What follows belongs to an exercise in optimizing a design on an open flow for small area, a short achievable clock period and few clock cycles; a production flow would make more cautious choices. Power is estimated from default activity; no workload was simulated.

==> flow/design.v <==
module rtb_arith (
    input  wire        clk,
    input  wire        rst,
    input  wire        in_valid,
    output wire        in_ready,
    input  wire [1:0]  op,
    input  wire [31:0] a,
    input  wire [31:0] b,
    output wire        out_valid,
    output wire [31:0] result,
    output wire        fits
);
    reg        rdy, ov, fit_q;
    reg        s_div, s_mul, s_pre, s_post, first;
    reg        is_f, neg;
    reg        big;         
    reg [4:0]  cnt;
    reg [31:0] d;
    reg [31:0] r;
    reg [31:0] q;
    reg [1:0]  qx;
    assign in_ready  = rdy;
    assign out_valid = ov;
    assign result    = q;
    assign fits      = fit_q;
    wire [32:0] rsh  = {r, q[31]};
    wire [33:0] diff = {1'b0, rsh} - {2'b00, d};
    wire        qb   = ~diff[33];
    wire [31:0] rdiv = qb ? diff[31:0] : rsh[31:0];
    wire skip16 = ~is_f & first & (q[31:16] < d[15:0]);
    reg         bs1, bs2, bng;
    wire [33:0] pmag = ({34{bs1}} & {2'b00, d}) | ({34{bs2}} & {1'b0, d, 1'b0});
    wire [34:0] msum = {qx[1], qx, q} + {bng, pmag ^ {34{bng}}} + {34'd0, bng};
    wire [2:0]  bt   = rdy ? {a[0], 2'b00} : r[2:0];    
    wire        nb1  = bt[1] ^ bt[0];
    wire        nb2  = (bt[2] ^ bt[1]) & ~(bt[1] ^ bt[0]);
    wire        nbn  = bt[2] & ~(bt[1] & bt[0]);
    wire [31:0] qneg = ~q + 32'd1;
    wire        last = (cnt == 5'd1);
    reg [31:0] q_n, r_n;
    reg [1:0]  qx_n;
    always @* begin
        q_n  = {q[30:0], qb};
        r_n  = rdiv;
        qx_n = qx;
        if (rdy) begin
            case (op)
                2'd0: begin q_n = 32'd0;        r_n = {1'b0, a[26:0], 4'd0}; end
                2'd1: begin q_n = 32'h2000_0000; r_n = {8'd0, a[23:0]}; qx_n = 2'b00; end
                2'd2: begin q_n = a;            r_n = 32'd0; end
                default: begin q_n = 32'd0;     r_n = 32'd0; end
            endcase
        end else if (s_pre | s_post) begin
            q_n = qneg;
            r_n = 32'd0;
        end else if (s_mul) begin
            {qx_n, q_n} = {msum[34], msum[34:2]};
            r_n = {2'b00, r[31:2]};
        end else if (skip16) begin
            r_n = {16'd0, q[31:16]};
            q_n = {q[15:0], 16'd0};
        end else if (is_f & first & (qb | big)) begin
            q_n = 32'd0;
        end
    end
    always @(posedge clk) begin
        bs1 <= nb1;
        bs2 <= nb2;
        bng <= nbn;
        q  <= q_n;
        r  <= r_n;
        qx <= qx_n;
        if (rst) begin
            rdy    <= 1'b1;
            ov     <= 1'b0;
            s_div  <= 1'b0;
            s_mul  <= 1'b0;
            s_pre  <= 1'b0;
            s_post <= 1'b0;
        end else begin
            ov <= 1'b0;
            if (rdy && in_valid) begin
                rdy   <= 1'b0;
                fit_q <= 1'b0;
                first <= 1'b1;
                is_f  <= (op == 2'd0);
                neg   <= 1'b0;
                big   <= |a[31:27];
                case (op)
                    2'd0: begin
                        d   <= b;
                        cnt <= 5'd25;
                        s_div <= 1'b1;
                    end
                    2'd1: begin
                        d     <= b;
                        cnt   <= 5'd15;
                        s_mul <= 1'b1;
                    end
                    2'd2: begin
                        d   <= {16'd0, b[15:0]};
                        neg <= a[31];
                        cnt <= 5'd32;
                        if (a[31]) s_pre <= 1'b1;
                        else       s_div <= 1'b1;
                    end
                    default: begin
                        rdy <= 1'b1;
                        ov  <= 1'b1;
                    end
                endcase
            end
            if (s_pre) begin
                s_pre <= 1'b0;
                s_div <= 1'b1;
            end
            if (s_div) begin
                cnt   <= cnt - 5'd1;
                first <= 1'b0;
                if (skip16) begin
                    cnt <= 5'd16;
                end else if (is_f && first && (qb || big)) begin
                    s_div <= 1'b0;
                    rdy   <= 1'b1;
                    ov    <= 1'b1;
                end else if (last) begin
                    s_div <= 1'b0;
                    fit_q <= is_f;
                    if (neg)
                        s_post <= 1'b1;
                    else begin
                        rdy <= 1'b1;
                        ov  <= 1'b1;
                    end
                end
            end
            if (s_post) begin
                s_post <= 1'b0;
                rdy    <= 1'b1;
                ov     <= 1'b1;
            end
            if (s_mul) begin
                cnt <= cnt - 5'd1;
                if (last) begin
                    s_mul <= 1'b0;
                    rdy   <= 1'b1;
                    ov    <= 1'b1;
                end
            end
        end
    end
endmodule
clock: 10.0 ns
lec_check: 0
cap_margin: 20
core_margin: 2
core_utilization: 40
place_density: 0.6
slew_margin: 20
standard.sh (not shown) runs the stock make flow with config.mk's settings and CLKGATE_MAP_FILE= SYNTH_SCRIPT=/design/flow/synth_recipe.tcl, a recipe that flattens the netlist after the stock synthesis.
==> flow/flow/run.sh <==
#!/bin/bash
set -euo pipefail
export SETUP_SLACK_MARGIN=7
export TNS_END_PERCENT=5
bash standard.sh > standard.log 2>&1
Edit:
--- a/flow/design.v
+++ b/flow/design.v
@@ -23,10 +23,20 @@
     assign out_valid = ov;
     assign result    = q;
     assign fits      = fit_q;
-    wire [32:0] rsh  = {r, q[31]};
-    wire [33:0] diff = {1'b0, rsh} - {2'b00, d};
-    wire        qb   = ~diff[33];
-    wire [31:0] rdiv = qb ? diff[31:0] : rsh[31:0];
+    wire [33:0] w   = {r, q[31:30]};
+    wire [35:0] t1  = {2'b00, w} - {4'b0000, d};
+    wire [35:0] t2  = {2'b00, w} - {3'b000, d, 1'b0};
+    wire [35:0] c3s = {2'b00, w} ^ {4'b1111, ~d} ^ {3'b111, ~d, 1'b1};
+    wire [35:0] c3c = ({2'b00, w} & {4'b1111, ~d}) | ({2'b00, w} & {3'b111, ~d, 1'b1})
+                    | ({4'b1111, ~d} & {3'b111, ~d, 1'b1});
+    wire [36:0] t3c = {c3s, 1'b1} + {c3c[34:0], 1'b1, 1'b1};    
+    wire [35:0] t3  = t3c[36:1];
+    wire        g1  = ~t1[35];
+    wire        g2  = ~t2[35];
+    wire        g3  = ~t3[35];
+    wire [1:0]  qd  = g3 ? 2'd3 : g2 ? 2'd2 : g1 ? 2'd1 : 2'd0;
+    wire [31:0] rdiv = g3 ? t3[31:0] : g2 ? t2[31:0] : g1 ? t1[31:0] : w[31:0];
+    wire        qb  = g1;    
     wire skip16 = ~is_f & first & (q[31:16] < d[15:0]);
     reg         bs1, bs2, bng;
     wire [33:0] pmag = ({34{bs1}} & {2'b00, d}) | ({34{bs2}} & {1'b0, d, 1'b0});
@@ -40,12 +50,12 @@
     reg [31:0] q_n, r_n;
     reg [1:0]  qx_n;
     always @* begin
-        q_n  = {q[30:0], qb};
+        q_n  = {q[29:0], qd};
         r_n  = rdiv;
         qx_n = qx;
         if (rdy) begin
             case (op)
-                2'd0: begin q_n = 32'd0;        r_n = {1'b0, a[26:0], 4'd0}; end
+                2'd0: begin q_n = 32'd0;        r_n = {2'b00, a[26:0], 3'd0}; end
                 2'd1: begin q_n = 32'h2000_0000; r_n = {8'd0, a[23:0]}; qx_n = 2'b00; end
                 2'd2: begin q_n = a;            r_n = 32'd0; end
                 default: begin q_n = 32'd0;     r_n = 32'd0; end
@@ -89,7 +99,7 @@
                 case (op)
                     2'd0: begin
                         d   <= b;
-                        cnt <= 5'd25;
+                        cnt <= 5'd13;
                         s_div <= 1'b1;
                     end
                     2'd1: begin
@@ -100,7 +110,7 @@
                     2'd2: begin
                         d   <= {16'd0, b[15:0]};
                         neg <= a[31];
-                        cnt <= 5'd32;
+                        cnt <= 5'd16;
                         if (a[31]) s_pre <= 1'b1;
                         else       s_div <= 1'b1;
                     end
@@ -118,7 +128,7 @@
                 cnt   <= cnt - 5'd1;
                 first <= 1'b0;
                 if (skip16) begin
-                    cnt <= 5'd16;
+                    cnt <= 5'd8;
                 end else if (is_f && first && (qb || big)) begin
                     s_div <= 1'b0;
                     rdy   <= 1'b1;
Total power went up by well over a third.
Via count went up by a quarter to a third.
Count of clock-buffer cells in the layout went down by 3.
Area after synthesis went up by well over a third.
Clock skew is about the same.
Global-route usage went down by 0.59 points.
Critical path depth went up by 14.
Setup slack got worse by 0.54 ns.
Sequential share of layout area went down by 5.6 points.
Fmax went down by about a fifth.
Core utilization went down by 2.5 points.
Cell count went up by well over a third.
Function was not checked in any run of this note: the RTL went through the layout flow alone.

Setup of old:
rtb_arith, a different RTL version from the one above (not shown whole).
For scale: ~1300 cells after synthesis, about 110 flip-flops.
==> module rtb_arith, before the edit <==
module rtb_arith (
    input  wire        clk,
    input  wire        rst,
    input  wire        in_valid,
    output wire        in_ready,
    input  wire [1:0]  op,
    input  wire [31:0] a,
    input  wire [31:0] b,
    output wire        out_valid,
    output wire [31:0] result,
    output wire        fits
);
    reg        rdy, ov, fit_q;
    reg        s_div, s_mul, s_pre, s_post, first;
    reg        is_f, neg;
    reg [4:0]  cnt;
    reg [31:0] d;
    reg [31:0] r;
    reg [31:0] q;
    reg [1:0]  qx;
    assign in_ready  = rdy;
    assign out_valid = ov;
    assign result    = q;
    assign fits      = fit_q;
    wire [32:0] rsh  = {r, q[31]};
    wire [33:0] diff = {1'b0, rsh} - {2'b00, d};
    wire        qb   = ~diff[33];
    wire [31:0] rdiv = qb ? diff[31:0] : rsh[31:0];
    wire skip16 = ~is_f & first & (q[31:16] < d[15:0]);
    wire        bz   = (r[2] & r[1] & r[0]) | ~(r[2] | r[1] | r[0]);
    wire        bneg = r[2] & ~bz;
    wire        b2   = (r[2] ^ r[1]) & ~(r[1] ^ r[0]);
    wire [33:0] pmag = bz ? 34'd0 : (b2 ? {1'b0, d, 1'b0} : {2'b00, d});
    wire [34:0] msum = {qx[1], qx, q} + {bneg, pmag ^ {34{bneg}}} + {34'd0, bneg};
    wire [31:0] qneg = ~q + 32'd1;
    wire        last = (cnt == 5'd1);
    reg [31:0] q_n, r_n;
    reg [1:0]  qx_n;
    always @* begin
        q_n  = {q[30:0], qb};
        r_n  = rdiv;
        qx_n = qx;
        if (rdy) begin
            case (op)
                2'd0: begin q_n = 32'd0;        r_n = {1'b0, a[26:0], 4'd0}; end
                2'd1: begin q_n = 32'h2000_0000; r_n = {6'd0, a[23:0], 2'b00}; qx_n = 2'b00; end
                2'd2: begin q_n = a;            r_n = 32'd0; end
                default: begin q_n = 32'd0;     r_n = 32'd0; end
            endcase
        end else if (s_pre | s_post) begin
            q_n = qneg;
            r_n = 32'd0;
        end else if (s_mul) begin
            {qx_n, q_n} = {msum[34], msum[34:2]};
            r_n = {2'b00, r[31:2]};
        end else if (skip16) begin
            r_n = {16'd0, q[31:16]};
            q_n = {q[15:0], 16'd0};
        end else if (is_f & first & qb) begin
            q_n = 32'd0;
        end
    end
    always @(posedge clk) begin
        q  <= q_n;
        r  <= r_n;
        qx <= qx_n;
        if (rst) begin
            rdy    <= 1'b1;
            ov     <= 1'b0;
            s_div  <= 1'b0;
            s_mul  <= 1'b0;
            s_pre  <= 1'b0;
            s_post <= 1'b0;
        end else begin
            ov <= 1'b0;
            if (rdy && in_valid) begin
                rdy   <= 1'b0;
                fit_q <= 1'b0;
                first <= 1'b1;
                is_f  <= (op == 2'd0);
                neg   <= 1'b0;
                case (op)
                    2'd0: begin
                        d   <= b;
                        cnt <= 5'd25;
                        if (|a[31:27]) begin
                            rdy <= 1'b1;
                            ov  <= 1'b1;
                        end else
                            s_div <= 1'b1;
                    end
                    2'd1: begin
                        d     <= b;
                        cnt   <= 5'd15;
                        s_mul <= 1'b1;
                    end
                    2'd2: begin
                        d   <= {16'd0, b[15:0]};
                        neg <= a[31];
                        cnt <= 5'd32;
                        if (a[31]) s_pre <= 1'b1;
                        else       s_div <= 1'b1;
                    end
                    default: begin
                        rdy <= 1'b1;
                        ov  <= 1'b1;
                    end
                endcase
            end
            if (s_pre) begin
                s_pre <= 1'b0;
                s_div <= 1'b1;
            end
            if (s_div) begin
                cnt   <= cnt - 5'd1;
                first <= 1'b0;
                if (skip16) begin
                    cnt <= 5'd16;
                end else if (is_f && first && qb) begin
                    s_div <= 1'b0;
                    rdy   <= 1'b1;
                    ov    <= 1'b1;
                end else if (last) begin
                    s_div <= 1'b0;
                    fit_q <= is_f;
                    if (neg)
                        s_post <= 1'b1;
                    else begin
                        rdy <= 1'b1;
                        ov  <= 1'b1;
                    end
                end
            end
            if (s_post) begin
                s_post <= 1'b0;
                rdy    <= 1'b1;
                ov     <= 1'b1;
            end
            if (s_mul) begin
                cnt <= cnt - 5'd1;
                if (last) begin
                    s_mul <= 1'b0;
                    rdy   <= 1'b1;
                    ov    <= 1'b1;
                end
            end
        end
    end
endmodule
make LEC_CHECK=0 CAP_MARGIN=20 CORE_MARGIN=2 CORE_UTILIZATION=40 PLACE_DENSITY=0.6 SETUP_SLACK_MARGIN=5 SLEW_MARGIN=20 finish   # period 10.0 ns
run.sh (not shown) runs the stock make flow with config.mk's settings and CLKGATE_MAP_FILE= SYNTH_SCRIPT=/design/flow/synth_recipe.tcl, a recipe that flattens the netlist after the stock synthesis.
Stock flow here: none of the scripts above is used.
old: PASS, flow complete, no timing, DRC or antenna violations
Input-level comparison between new and old:
--- a/flow/design.v
+++ b/flow/design.v
@@ -13,37 +13,42 @@
     reg        rdy, ov, fit_q;
     reg        s_div, s_mul, s_pre, s_post, first;
     reg        is_f, neg;
+    reg        big;         
     reg [4:0]  cnt;
     reg [31:0] d;
     reg [31:0] r;
     reg [31:0] q;
-    reg [1:0]  qx;
     assign in_ready  = rdy;
     assign out_valid = ov;
     assign result    = q;
     assign fits      = fit_q;
-    wire [32:0] rsh  = {r, q[31]};
-    wire [33:0] diff = {1'b0, rsh} - {2'b00, d};
-    wire        qb   = ~diff[33];
-    wire [31:0] rdiv = qb ? diff[31:0] : rsh[31:0];
+    wire [33:0] w   = {r, q[31:30]};
+    wire [35:0] x   = {{2{s_mul & w[33]}}, w};
+    wire [35:0] t1  = x - {4'b0000, d};
+    wire [35:0] t2  = x - {3'b000, d, 1'b0};
+    wire [35:0] c3s = x ^ {4'b1111, ~d} ^ {3'b111, ~d, 1'b1};
+    wire [35:0] c3c = (x & {4'b1111, ~d}) | (x & {3'b111, ~d, 1'b1})
+                    | ({4'b1111, ~d} & {3'b111, ~d, 1'b1});
+    wire [36:0] t3c = {c3s, 1'b1} + {c3c[34:0], 1'b1, 1'b1};    
+    wire [35:0] t3  = t3c[36:1];
+    wire        g1  = ~t1[35];
+    wire        g2  = ~t2[35];
+    wire        g3  = ~t3[35];
+    wire [1:0]  qd  = g3 ? 2'd3 : g2 ? 2'd2 : g1 ? 2'd1 : 2'd0;
+    wire [1:0]  k   = s_mul ? q[1:0] : qd;
+    wire [35:0] ts  = (k == 2'd3) ? t3 : (k == 2'd2) ? t2 : (k == 2'd1) ? t1 : x;
+    wire        qb  = g1;    
     wire skip16 = ~is_f & first & (q[31:16] < d[15:0]);
-    wire        bz   = (r[2] & r[1] & r[0]) | ~(r[2] | r[1] | r[0]);
-    wire        bneg = r[2] & ~bz;
-    wire        b2   = (r[2] ^ r[1]) & ~(r[1] ^ r[0]);
-    wire [33:0] pmag = bz ? 34'd0 : (b2 ? {1'b0, d, 1'b0} : {2'b00, d});
-    wire [34:0] msum = {qx[1], qx, q} + {bneg, pmag ^ {34{bneg}}} + {34'd0, bneg};
     wire [31:0] qneg = ~q + 32'd1;
     wire        last = (cnt == 5'd1);
     reg [31:0] q_n, r_n;
-    reg [1:0]  qx_n;
     always @* begin
-        q_n  = {q[30:0], qb};
-        r_n  = rdiv;
-        qx_n = qx;
+        q_n  = {q[29:0], qd};
+        r_n  = ts[31:0];
         if (rdy) begin
             case (op)
-                2'd0: begin q_n = 32'd0;        r_n = {1'b0, a[26:0], 4'd0}; end
-                2'd1: begin q_n = 32'h2000_0000; r_n = {6'd0, a[23:0], 2'b00}; qx_n = 2'b00; end
+                2'd0: begin q_n = 32'd0;        r_n = {2'b00, a[26:0], 3'd0}; end
+                2'd1: begin q_n = {7'b1100000, a[23:0], 1'b0}; r_n = 32'hF7FF_FFFF; end
                 2'd2: begin q_n = a;            r_n = 32'd0; end
                 default: begin q_n = 32'd0;     r_n = 32'd0; end
             endcase
@@ -51,19 +56,18 @@
             q_n = qneg;
             r_n = 32'd0;
         end else if (s_mul) begin
-            {qx_n, q_n} = {msum[34], msum[34:2]};
-            r_n = {2'b00, r[31:2]};
+            q_n = last ? ~ts[33:2] : {ts[3:2], 2'b00, q[29:2]};
+            r_n = ts[35:4];
         end else if (skip16) begin
             r_n = {16'd0, q[31:16]};
             q_n = {q[15:0], 16'd0};
-        end else if (is_f & first & qb) begin
+        end else if (is_f & first & (qb | big)) begin
             q_n = 32'd0;
         end
     end
     always @(posedge clk) begin
         q  <= q_n;
         r  <= r_n;
-        qx <= qx_n;
         if (rst) begin
             rdy    <= 1'b1;
             ov     <= 1'b0;
@@ -79,15 +83,12 @@
                 first <= 1'b1;
                 is_f  <= (op == 2'd0);
                 neg   <= 1'b0;
+                big   <= |a[31:27];
                 case (op)
                     2'd0: begin
                         d   <= b;
-                        cnt <= 5'd25;
-                        if (|a[31:27]) begin
-                            rdy <= 1'b1;
-                            ov  <= 1'b1;
-                        end else
-                            s_div <= 1'b1;
+                        cnt <= 5'd13;
+                        s_div <= 1'b1;
                     end
                     2'd1: begin
                         d     <= b;
@@ -97,7 +98,7 @@
                     2'd2: begin
                         d   <= {16'd0, b[15:0]};
                         neg <= a[31];
-                        cnt <= 5'd32;
+                        cnt <= 5'd16;
                         if (a[31]) s_pre <= 1'b1;
                         else       s_div <= 1'b1;
                     end
@@ -115,8 +116,8 @@
                 cnt   <= cnt - 5'd1;
                 first <= 1'b0;
                 if (skip16) begin
-                    cnt <= 5'd16;
-                end else if (is_f && first && qb) begin
+                    cnt <= 5'd8;
+                end else if (is_f && first && (qb || big)) begin
                     s_div <= 1'b0;
                     rdy   <= 1'b1;
                     ov    <= 1'b1;
[summary]
- Both conditions hold for new: the flow ran to the end and the final layout passed the timing, DRC and antenna checks.
- Delta (new minus old): transition time at the pin with the least slew margin up 83 ps, final worst setup slack down 240 ps, count of multi-input combinational gates up 311, number of buffers other than clock buffers in the final layout up about 7.5%, final critical path time including I/O delays and setup up 240 ps.
- old vs new, startpoint of the most critical setup path: r[2] vs d[19]
- Compared to old, new has adder-cell area share of the yosys netlist 5.1 points higher.
- Of the two candidates, old has the better clock power and new the worse one.
- Changes observed in new relative to old: global-route total usage across every layer went up; flip-flop and latch count was more or less identical; sequential cell area comparable; critical path data arrival time increased 180 ps.
- Note that the final wirelength recorded for old amounts to 0.73 times the value seen in new.
No functional check of the RTL was part of any run of this note.

-- what the ideal ports hide --
How much do the figures lean on ideal ports? The routed layouts below were timed once more, with nothing changed but the port constraints.
Step 1 assumes that a clkbuf_16 drives the clock port and a buf_2 every other input.
Step 2 also shifts input and output timing later by t, the mid clock arrival at the registers, as if the neighbouring blocks saw the same clock.
a / b / c = ideal ports / drivers / drivers and shift; a / b = the first two.
run | shift t [ns] | slack for setup (ns) | latest minus earliest clock arrival (ns)
the first run of note 1 | 0.468 | 6.743 / 6.694 / 6.333 | 0.009 / 0.009
the second run of note 1 | 0.489 | 6.199 / 6.199 / 5.784 | 0.012 / 0.011
old | 0.415 | 5.375 / 5.375 / 5.170 | 0.018 / 0.018
new | 0.442 | 5.133 / 5.133 / 5.133 | 0.024 / 0.024
After both steps every run listed still meets setup and hold. The setup slack of the second run of note 1, which loses most, moves by 0.000 ns with the drivers and by -0.415 ns with both steps.
